What follows belongs to an exercise in optimizing a design on an open flow for small area and a short achievable clock period; a production flow would make more cautious choices.
The RTL was checked by simulation tests, not by an equivalence proof against the original design.

== exp/raven ==
Design nectx, start of the top module:
module nectx (
    input             clk,
    input             rst,
    input      [31:0] top,
    input             host_we,
    input      [2:0]  host_addr,
    input      [31:0] host_wdata,
    output reg [31:0] host_rdata,
    output     [31:0] carrier
);
    localparam [6:0] DUTY_DEFAULT = 7'd33;
    localparam [3:0] PH_IDLE           = 4'd0;
    localparam [3:0] PH_LEAD_MARK      = 4'd1;
    localparam [3:0] PH_LEAD_SPACE     = 4'd2;
    localparam [3:0] PH_BIT_MARK       = 4'd3;
    localparam [3:0] PH_BIT_SPACE      = 4'd4;
    localparam [3:0] PH_TRAIL_MARK     = 4'd5;
    localparam [3:0] PH_RPT_LEAD_MARK  = 4'd6;
    localparam [3:0] PH_RPT_SPACE      = 4'd7;
    localparam [3:0] PH_RPT_TRAIL_MARK = 4'd8;
    localparam [1:0] RPT_IDLE      = 2'd0;
    localparam [1:0] RPT_REPEATING = 2'd1;
    localparam [1:0] RPT_STOPPING  = 2'd2;
    localparam [7:0] OP_DECODE_RAW        = 8'h01;
    localparam [7:0] OP_ENCODE_RAW        = 8'h02;
    localparam [7:0] OP_SEND_BYTES        = 8'h03;
    localparam [7:0] OP_SEND_REPEAT_FRAME = 8'h04;
    localparam [7:0] OP_SEND              = 8'h05;
    localparam [7:0] OP_SEND_RAW          = 8'h06;
    localparam [7:0] OP_STOP_REPEAT       = 8'h07;
    localparam [7:0] OP_CONFIGURE         = 8'h08;
    reg [31:0] cmd_arg_reg;      
    reg [7:0]  cmd_op;
    reg [6:0]  r_dur;            
    reg        r_code_v;         
    reg [23:0] r_code;           
    reg [24:0] r_decode;
    reg [3:0]  seq_phase;
    reg [4:0]  bit_idx;
    reg        seq_owner;
    reg        ill;
    reg        ovr;
    reg        busy;
    reg [1:0]  rpt_state;
    reg [6:0]  duty;
    reg [10:0] t;                
    reg [1:0]  units;            
    reg [6:0]  md;               
    reg [4:0]  div_r;            
    reg [38:0] w;                
    function [5:0] dstep;
        input [4:0] r;
        input       b;
        begin
            dstep[5] = (r[4]) | (r[3] & r[2] & r[0]) | (r[3] & r[2] & r[1]) | (r[3] & r[2] & b);
  ...
For scale: about 2900 cells after synthesis, ~180 flip-flops, roughly 20000 µm² of cells after synthesis.
Settings: LEC_CHECK=0, ABC_AREA=1, CAP_MARGIN=20, CORE_MARGIN=2, CORE_UTILIZATION=65, SLEW_MARGIN=20; clock period 40.0 ns.
standard.sh (not shown) runs the stock make flow with config.mk's settings and CLKGATE_MAP_FILE= SYNTH_SCRIPT=/design/flow/synth_recipe.tcl, a recipe that flattens the netlist after the stock synthesis.
==> flow/flow/run.sh <==
#!/bin/bash
# The standard layout (the standard.sh: standard synthesis, floorplan,
# placement, CTS, routing), except that the port buffers are buf_2 cells
# instead of the default clkdlybuf4s50_1 delay cells, and the resizer's
# setup repair aims for 22.5 ns of slack at the 40 ns clock (a 17.5 ns
# period) instead of 0, so it also sizes up the paths that set the
# achieved period.
set -euo pipefail
export BUFFER_PORTS_ARGS="-buffer_cell sky130_fd_sc_hd__buf_2"
export SETUP_SLACK_MARGIN=22.5
bash standard.sh finish > standard.log 2>&1
exp/raven: flow completed, timing, DRC and antenna clean
## Diff of input files: exp/violet against exp/raven
- CORE_UTILIZATION: 65 -> 55
==> flow/flow/run.sh <==
#!/bin/bash
# The standard layout (the standard.sh: standard synthesis, floorplan,
# placement, CTS, routing), except that the port buffers are buf_2 cells
# instead of the default clkdlybuf4s50_1 delay cells, and the resizer's
# setup repair aims for 22.65 ns of slack at the 40 ns clock (a 17.35 ns
# period) instead of 0, so it also sizes up the paths that set the
# achieved period.
set -euo pipefail
export BUFFER_PORTS_ARGS="-buffer_cell sky130_fd_sc_hd__buf_2"
export SETUP_SLACK_MARGIN=22.65
bash standard.sh finish > standard.log 2>&1
Notes after the runs:
Across both runs, final estimated routing congestion in global placement was lower for exp/violet than for exp/raven.
When exp/violet is set beside exp/raven, its starting density of the core turns out to be 9.8 points smaller.
exp/violet reports its cell with the largest stage delay on the worst path as sky130_fd_sc_hd__clkinvlp_4 while exp/raven reports sky130_fd_sc_hd__a221oi_1.
Worst hold margin: exp/raven vs exp/violet, no meaningful difference
exp/violet ends up with a number of non-filler instances in the completed layout that is 76 higher than in exp/raven.
exp/raven vs exp/violet, capturing instance or port of the critical path: host_rdata[2] vs host_rdata[13]
host_addr[2] as the critical path startpoint was reported by exp/violet, and host_addr[1] by exp/raven.
diff inputs: exp/violet => exp/indigo
- a change of CORE_UTILIZATION from 55 to 65
==> flow/flow/run.sh <==
#!/bin/bash
# The standard layout (the standard.sh: standard synthesis, floorplan,
# placement, CTS, routing), except that the port buffers are buf_1 cells
# instead of the default clkdlybuf4s50_1 delay cells, and the resizer's
# setup repair aims for 22.5 ns of slack at the 40 ns clock (a 17.5 ns
# period) instead of 0, so it also sizes up the paths that set the
# achieved period.
set -euo pipefail
export BUFFER_PORTS_ARGS="-buffer_cell sky130_fd_sc_hd__buf_1"
export SETUP_SLACK_MARGIN=22.5
bash standard.sh finish > standard.log 2>&1
In exp/indigo, the count of plain and timing-repair buffers in the layout came out 9 below the value in exp/violet.
NOTE via count of the first global-routing pass exp/violet->exp/indigo decreased by a few percent
STATUS via count: exp/indigo loses against exp/violet
Compare exp/indigo and exp/violet | final standard cell utilization of the core lower: exp/violet
Relative to exp/violet, the final wirelength of exp/indigo is lower by 3.4%.
For number of ordinary inverters in the final layout, exp/violet and exp/indigo come out practically identical.
exp/indigo has less setup slack than exp/violet.
exp/indigo ended with less wire length of the first global-routing pass than exp/violet.
Here is what was changed in the inputs of exp/delta compared with exp/indigo.
- a change of CORE_UTILIZATION from 65 to 55
==> flow/flow/run.sh <==
#!/bin/bash
# The standard layout (the standard.sh: standard synthesis, floorplan,
# placement, CTS, routing), except that the port buffers are buf_2 cells
# instead of the default clkdlybuf4s50_1 delay cells, and the resizer's
# setup repair aims for 22.5 ns of slack at the 40 ns clock (a 17.5 ns
# period) instead of 0, so it also sizes up the paths that set the
# achieved period.
set -euo pipefail
export BUFFER_PORTS_ARGS="-buffer_cell sky130_fd_sc_hd__buf_2"
export SETUP_SLACK_MARGIN=22.5
bash standard.sh finish > standard.log 2>&1
--- outcome ---
exp/delta vs exp/indigo, area of the die went up by 18%.
Between exp/delta and exp/indigo, the worst hold margin figures differ only marginally.
Min worst setup slack across exp/indigo and exp/delta: exp/delta
In exp/delta, critical path depth in cells is lower than in exp/indigo.

========
Another version of the RTL of nectx (not shown whole).
Size: ~130 I/O pins.
Design nectx, start of the top module:
module nectx (
    input             clk,
    input             rst,
    input      [31:0] top,
    input             host_we,
    input      [2:0]  host_addr,
    input      [31:0] host_wdata,
    output reg [31:0] host_rdata,
    output     [31:0] carrier
);
    localparam [6:0] DUTY_DEFAULT = 7'd33;
    localparam [3:0] PH_IDLE           = 4'd0;
    localparam [3:0] PH_LEAD_MARK      = 4'd1;
    localparam [3:0] PH_LEAD_SPACE     = 4'd2;
    localparam [3:0] PH_BIT_MARK       = 4'd3;
    localparam [3:0] PH_BIT_SPACE      = 4'd4;
    localparam [3:0] PH_TRAIL_MARK     = 4'd5;
    localparam [3:0] PH_RPT_LEAD_MARK  = 4'd6;
    localparam [3:0] PH_RPT_SPACE      = 4'd7;
    localparam [3:0] PH_RPT_TRAIL_MARK = 4'd8;
    localparam [1:0] RPT_IDLE      = 2'd0;
    localparam [1:0] RPT_REPEATING = 2'd1;
    localparam [1:0] RPT_STOPPING  = 2'd2;
    localparam [7:0] OP_DECODE_RAW        = 8'h01;
    localparam [7:0] OP_ENCODE_RAW        = 8'h02;
    localparam [7:0] OP_SEND_BYTES        = 8'h03;
    localparam [7:0] OP_SEND_REPEAT_FRAME = 8'h04;
    localparam [7:0] OP_SEND              = 8'h05;
    localparam [7:0] OP_SEND_RAW          = 8'h06;
    localparam [7:0] OP_STOP_REPEAT       = 8'h07;
    localparam [7:0] OP_CONFIGURE         = 8'h08;
    reg [31:0] cmd_arg_reg;      
    reg [7:0]  cmd_op;
    reg [6:0]  r_dur;            
    reg        r_code_v;         
    reg [23:0] r_code;           
    reg [24:0] r_decode;
    reg [3:0]  seq_phase;
    reg [4:0]  bit_idx;
  ...
export LEC_CHECK = 0
export ABC_AREA = 1
export CAP_MARGIN = 20
export CORE_MARGIN = 2
export CORE_UTILIZATION = 40
export SLEW_MARGIN = 20
create_clock -name core_clock -period 40.0 [get_ports {clk}]
==> flow/flow/run.sh <==
#!/bin/bash
# The standard layout (the standard.sh: standard synthesis, floorplan,
# placement, CTS, routing), except that the port buffers are buf_2 cells
# instead of the default clkdlybuf4s50_1 delay cells, and the resizer's
# setup repair aims for 22.8 ns of slack at the 40 ns clock (a 17.2 ns
# period) instead of 0, so it also sizes up the paths that set the
# achieved period.
set -euo pipefail
export BUFFER_PORTS_ARGS="-buffer_cell sky130_fd_sc_hd__buf_2"
export SETUP_SLACK_MARGIN=22.8
bash standard.sh finish > standard.log 2>&1
Change:
--- a/flow/flow/run.sh
+++ b/flow/flow/run.sh
@@ -4,3 +4,3 @@
 # instead of the default clkdlybuf4s50_1 delay cells, and the resizer's
-# setup repair aims for 22.8 ns of slack at the 40 ns clock (a 17.2 ns
+# setup repair aims for 22.5 ns of slack at the 40 ns clock (a 17.5 ns
 # period) instead of 0, so it also sizes up the paths that set the
@@ -9,3 +9,3 @@
 export BUFFER_PORTS_ARGS="-buffer_cell sky130_fd_sc_hd__buf_2"
-export SETUP_SLACK_MARGIN=22.8
+export SETUP_SLACK_MARGIN=22.5
 bash standard.sh finish > standard.log 2>&1
Cell count shrinks slightly.
Setup slack degrades by 0.23 ns.
Worst hold slack is about the same.
Final area shrinks by a few percent.

==> re-timing with driven ports <==
In the flow no input, the clock included, has a driving cell. The finished layouts below were timed again as built, in two steps. Step 1, drivers: a clkbuf_16 drives clk and a buf_2 each remaining input, both assumed. Step 2 times the ports against the registers' clock, not the clock port: input delays grow and output delays shrink by t, the midpoint of the rising clock arrivals with the driver on. Slacks: ideal / step 1 / step 2; pairs: ideal / step 1.
run	shift t [ns]	setup slack, ns	worst data-port slew with drivers (ns)
exp/raven	0.476	22.568 / 22.547 / 22.547	0.30
exp/violet	0.500	22.646 / 22.619 / 22.620	0.34
exp/indigo	0.484	22.518 / 22.495 / 22.495	0.07
exp/delta	0.500	22.479 / 22.458 / 22.458	0.34
the first run of note 2	0.595	22.749 / 22.684 / 22.684	0.20
the second run of note 2	0.595	22.522 / 22.480 / 22.480	0.23
After both steps every run listed still meets setup and hold. The setup slack of the first run of note 2, which loses most, moves by -0.065 ns with the drivers and by -0.065 ns with both steps.
